Source: an optimization exercise on an open RTL-to-GDS flow (aim: small area). Production flows keep margins and buffers that such runs may drop. Function was checked by simulation only, so behaviour that the tests miss may differ from the original. Power and IR drop assume default switching activity.

AL:
==> flow/design.v (excerpt) <==
module keyscan16 (
    input  wire        clk,
    input  wire        rst,
    input  wire [15:0] cfg_np,
    input  wire [15:0] cfg_nr,
    input  wire [15:0] cfg_l1,
    input  wire [15:0] cfg_l2,
    input  wire [15:0] cfg_l3,
    input  wire [15:0] cfg_ndc,
    input  wire        scan,
    input  wire [15:0] keys,
    input  wire        clear,
    output wire        ready,
    output wire [7:0]  ev_key,
    output wire [2:0]  ev_kind,
    output wire [3:0]  ev_state,
    output reg  [15:0] ev_mask
);
Size in the first run: roughly 1300 cells after synthesis, about 150 I/O pins, ~16000 um^2 of cells after synthesis.
==> flow/config.mk <==
export PLATFORM = sky130hd
export DESIGN_NAME = keyscan16
export DESIGN_NICKNAME = keyscan16
export VERILOG_FILES = /design/flow/design.v
export SDC_FILE = /design/flow/constraint.sdc
export NUM_CORES = 8
export LEC_CHECK = 0
export CAP_MARGIN = 20
export CORE_MARGIN = 2
export CORE_UTILIZATION = 40
export CTS_BUF_LIST = sky130_fd_sc_hd__clkbuf_16
export CTS_CLUSTER_DIAMETER = 100
export CTS_CLUSTER_SIZE = 30
export SLEW_MARGIN = 20
==> flow/constraint.sdc <==
create_clock -name core_clock -period 12.0 [get_ports {clk}]
set_input_delay 2.4000 -clock core_clock [delete_from_list [all_inputs] [get_ports {clk}]]
set_output_delay 2.4000 -clock core_clock [all_outputs]
set_load 0.01 [all_outputs]
standard.sh (not shown) runs the stock make flow with config.mk's settings and CLKGATE_MAP_FILE= SYNTH_SCRIPT=/design/flow/synth_recipe.tcl, a recipe that flattens the netlist after the stock synthesis.
==> flow/flow/run.sh <==
#!/bin/bash
# Own layout flow: the standard flow, except that synthesis maps the
# logic with an area-oriented ABC script and without ORFS's adder maps
# (registers come out exactly as in the standard synthesis), and that the
# buffer placed on every input and output port is the smallest buffer cell.
set -euo pipefail
W=$(pwd)
export FLOW_FLOW_DIR="$W/flow"
make -C "$FLOW_HOME" DESIGN_CONFIG="$W/config.mk" WORK_HOME="$W/orfs" CLKGATE_MAP_FILE= \
  SYNTH_SCRIPT="$W/flow/synth.tcl" ADDER_MAP_FILE= synth > "$W/synth.log" 2>&1
bash "$W/standard.sh" "BUFFER_PORTS_ARGS=-buffer_cell sky130_fd_sc_hd__buf_1" finish > "$W/layout.log" 2>&1
==> flow/flow/area.abc <==
strash
&get -n
&st
&deepsyn -T 30
&dch -f
&nf -R 1000
&put
==> flow/flow/synth.tcl <==
# The standard synthesis (synth_recipe.tcl), with two changes to the
# combinational mapping only: no Kogge-Stone carry map, and ABC run with
# an area-oriented script (flow/area.abc) instead of ORFS's speed script.
proc synth {args} {
  set i [lsearch $args -extra-map]
  if {$i >= 0} { set args [lreplace $args $i [expr {$i + 1}]] }
  yosys synth -nofsm -noshare {*}$args
}
proc abc {args} {
  set out {}
  set skip 0
  foreach a $args {
    if {$skip} { set skip 0; continue }
    if {$a eq "-script" || $a eq "-D"} { set skip 1; continue }
    lappend out $a
  }
  yosys abc -script $::env(FLOW_FLOW_DIR)/area.abc {*}$out
}
source $::env(SCRIPTS_DIR)/synth.tcl
# left out here: clear keep_hierarchy, flatten, clean up, hide names made inside functions, write 1_2_yosys.v
AL ran to completion and came out clean on the timing, design-rule and antenna checks.
diff inputs: AL => TR
--- a/flow/design.v
+++ b/flow/design.v
@@ -29,33 +29,33 @@
     wire        s  = sample;
     wire in_pd = (m == M_PD);
     wire in_p  = (m == M_P);
     wire in_rd = (m == M_RD);
     wire in_ws = (m == M_WS);
     wire c_idle = (c == 3'd7);    
     wire c_pdi  = (c == 3'd6);    
     wire c_lp   = ~c[2] & ~(c[1] & c[0]);   
     wire c_ch   = (c == 3'd5);
     wire [15:0] cnt  = cnt_a & (cnt_b | {16{~in_p}});
     wire        adv;
     wire [15:0] incd = cnt + {15'd0, adv};
-    reg [15:0] thr;
-    always @* begin
-        case (m)
-            M_PD: thr = cfg_np;
-            M_RD: thr = cfg_nr;
-            M_WS: thr = cfg_ndc;
-            default: thr = (c[1] ? cfg_l3 : (c[0] ? cfg_l2 : cfg_l1));
-        endcase
-    end
+    wire sel_np  = in_pd;
+    wire sel_nr  = in_rd;
+    wire sel_ndc = in_ws;
+    wire sel_l1  = in_p & ~c[1] & ~c[0];
+    wire sel_l2  = in_p & c[0];
+    wire sel_l3  = in_p & c[1];
+    wire [15:0] thr = ({16{sel_np}} & cfg_np) | ({16{sel_nr}} & cfg_nr) |
+                      ({16{sel_ndc}} & cfg_ndc) | ({16{sel_l1}} & cfg_l1) |
+                      ({16{sel_l2}} & cfg_l2) | ({16{sel_l3}} & cfg_l3);
     wire reach = (incd >= thr);    
     wire pd_cnt   = in_pd & ~c_idle & s;            
     wire confirm  = pd_cnt & reach;
     wire p_cnt    = in_p & s;
     wire p_up     = p_cnt & c_lp & reach;            
     wire idl_cnt  = (in_rd | in_ws) & ~s;             
     wire idl_end  = idl_cnt & reach;
     wire ws_emit  = in_ws & idl_end;
     reg [1:0] sm;
     reg [2:0] sc;
     always @* begin
         sm = m;
@@ -173,53 +173,52 @@
         .emit(emit0), .emit_kind(kind0), .emit_idle(z0)
     );
     keyscan_key u_step8 (
         .rec(ring[8*RW +: RW]), .sample(swap ? s_lo : s_hi),
         .init(init), .force_ch(force_ch), .step(step),
         .cfg_np(cfg_np), .cfg_nr(cfg_nr), .cfg_l1(cfg_l1), .cfg_l2(cfg_l2),
         .cfg_l3(cfg_l3), .cfg_ndc(cfg_ndc),
         .rec_nx(tail8), .is_held(held8), .is_cand(cand8),
         .emit(emit8), .emit_kind(kind8), .emit_idle(z8)
     );
     wire held_lo = swap ? held8 : held0;
     wire held_hi = swap ? held0 : held8;
-    wire       em_hi   = swap ? emit0 : emit8;
-    wire       em_lo   = swap ? emit8 : emit0;
-    wire [2:0] kind_hi = swap ? kind0 : kind8;
-    wire [2:0] kind_lo = swap ? kind8 : kind0;
-    wire       z_hi    = swap ? z0 : z8;
-    wire       z_lo    = swap ? z8 : z0;
-    wire       hi_em_cur = accept_scan ? 1'b0 : hi_em;
+    wire hi_em_cur = accept_scan ? 1'b0 : hi_em;
+    wire w0 = emit0 & (swap | (~hi_em_cur & ~emit8));
+    wire w8 = emit8 & (~swap | (~hi_em_cur & ~emit0));
+    wire       w_idx3 = w0 ? swap : ~swap;
+    wire [2:0] w_kind = w0 ? kind0 : kind8;
+    wire       w_z    = w0 ? z0 : z8;
     wire [1:0] cands_cur = accept_scan ? 2'd0 : cands;
     wire       held_cur  = accept_scan ? 1'b0 : anyheld;
     wire [1:0] cands_nx  = (cands_cur == 2'd2 || (cand0 && cand8)) ? 2'd2 :
                            cands_cur + {1'b0, cand0 | cand8};
     wire       held_nx   = held_cur | held0 | held8;
     wire [7:0] mask_lo   = {held_lo, smp_lo[7:1]};
     wire [7:0] mask_hi   = {held_hi, smp_hi[7:1]};
     wire combo_press   = (cands_nx == 2'd2);
     wire combo_release = !combo_press && active && !held_nx;
     always @(posedge clk) begin
         ring  <= {tail0, ring[16*RW-1:9*RW], tail8, ring[8*RW-1:RW]};
         phase <= rst ? 4'd0 : phase + 4'd1;
         if (accept_scan) begin
             smp_lo <= {held_lo, keys[7:1]};
             smp_hi <= {held_hi, keys[15:9]};
         end else begin
             smp_lo <= mask_lo;
             smp_hi <= mask_hi;
         end
         cands   <= cands_nx;
         anyheld <= held_nx;
-        hi_em   <= hi_em_cur | em_hi;
+        hi_em   <= hi_em_cur | (swap ? emit0 : emit8);
     end
     always @(posedge clk) begin
         if (rst) begin
             busy     <= 1'b0;
             init     <= 1'b1;
             force_ch <= 1'b0;
             active   <= 1'b0;
             ev_none  <= 1'b1;
             ev_idx   <= 4'hF;
             ev_k     <= 3'd0;
             ev_z     <= 1'b1;
             ev_mask  <= 16'd0;
@@ -244,29 +243,23 @@
                     ev_none <= 1'b1;
                     ev_idx  <= 4'hF;
                     ev_k    <= 3'd6;
                     ev_z    <= 1'b0;
                     ev_mask <= {mask_hi, mask_lo};
                 end else if (last && combo_release) begin
                     active  <= 1'b0;
                     ev_none <= 1'b1;
                     ev_idx  <= 4'hF;
                     ev_k    <= 3'd7;
                     ev_z    <= 1'b1;
                     ev_mask <= 16'd0;
-                end else if (em_hi) begin
+                end else if (w0 | w8) begin
                     ev_none <= 1'b0;
-                    ev_idx  <= {1'b1, phase[2:0]};
-                    ev_k    <= kind_hi;
-                    ev_z    <= z_hi;
-                    ev_mask <= 16'd0;
-                end else if (em_lo && !hi_em_cur) begin
-                    ev_none <= 1'b0;
-                    ev_idx  <= {1'b0, phase[2:0]};
-                    ev_k    <= kind_lo;
-                    ev_z    <= z_lo;
+                    ev_idx  <= {w_idx3, phase[2:0]};
+                    ev_k    <= w_kind;
+                    ev_z    <= w_z;
                     ev_mask <= 16'd0;
                 end
             end
         end
     end
 endmodule
[summary]
Compared with AL, in TR part of the total power dissipated in the clock network shrank by 0.4 points, number of design-rule violations left by the first detailed-router iteration +11, hold slack now sits at about the same level, inverter count of the layout excluding clock inverters went down.
The final reports for TR and AL show logic depth of the worst path, buffers included lower in the former.
Detailed route, TR vs AL: via total lower for TR
TR vs AL: switching power of the nets up

## what the ideal ports hide
In the flow no input, the clock included, has a driving cell. The finished layouts below were timed again as built, in two steps.
Step 1 (the two cells are an assumption about what drives the block):
set clk [get_ports {clk}]
set_driving_cell -lib_cell sky130_fd_sc_hd__clkbuf_16 $clk
set_driving_cell -lib_cell sky130_fd_sc_hd__buf_2 [delete_from_list [all_inputs] $clk]
Step 2 adds t to the input delays and takes it off the output delays; t is the mean of the earliest and latest rising clock arrival at the registers after step 1. Input paths then give back, and output paths get back, about the clock's delay inside the block.
Three values: ideal, step 1, step 2; two values: the first two.
run | shift t [ns] | slack for setup (ns) | latest minus earliest clock arrival (ns) | worst data-port slew with drivers (ns) | cell pins on the clock port's net
AL | 0.606 | 0.927 / 0.936 / 0.346 | 0.020 / 0.020 | 0.10 | 1
TR | 0.607 | 1.281 / 1.306 / 0.699 | 0.019 / 0.019 | 0.05 | 1
After both steps setup and hold are still met in every run listed. The setup slack of TR, which loses most, moves by +0.025 ns with the drivers and by -0.582 ns with both steps.
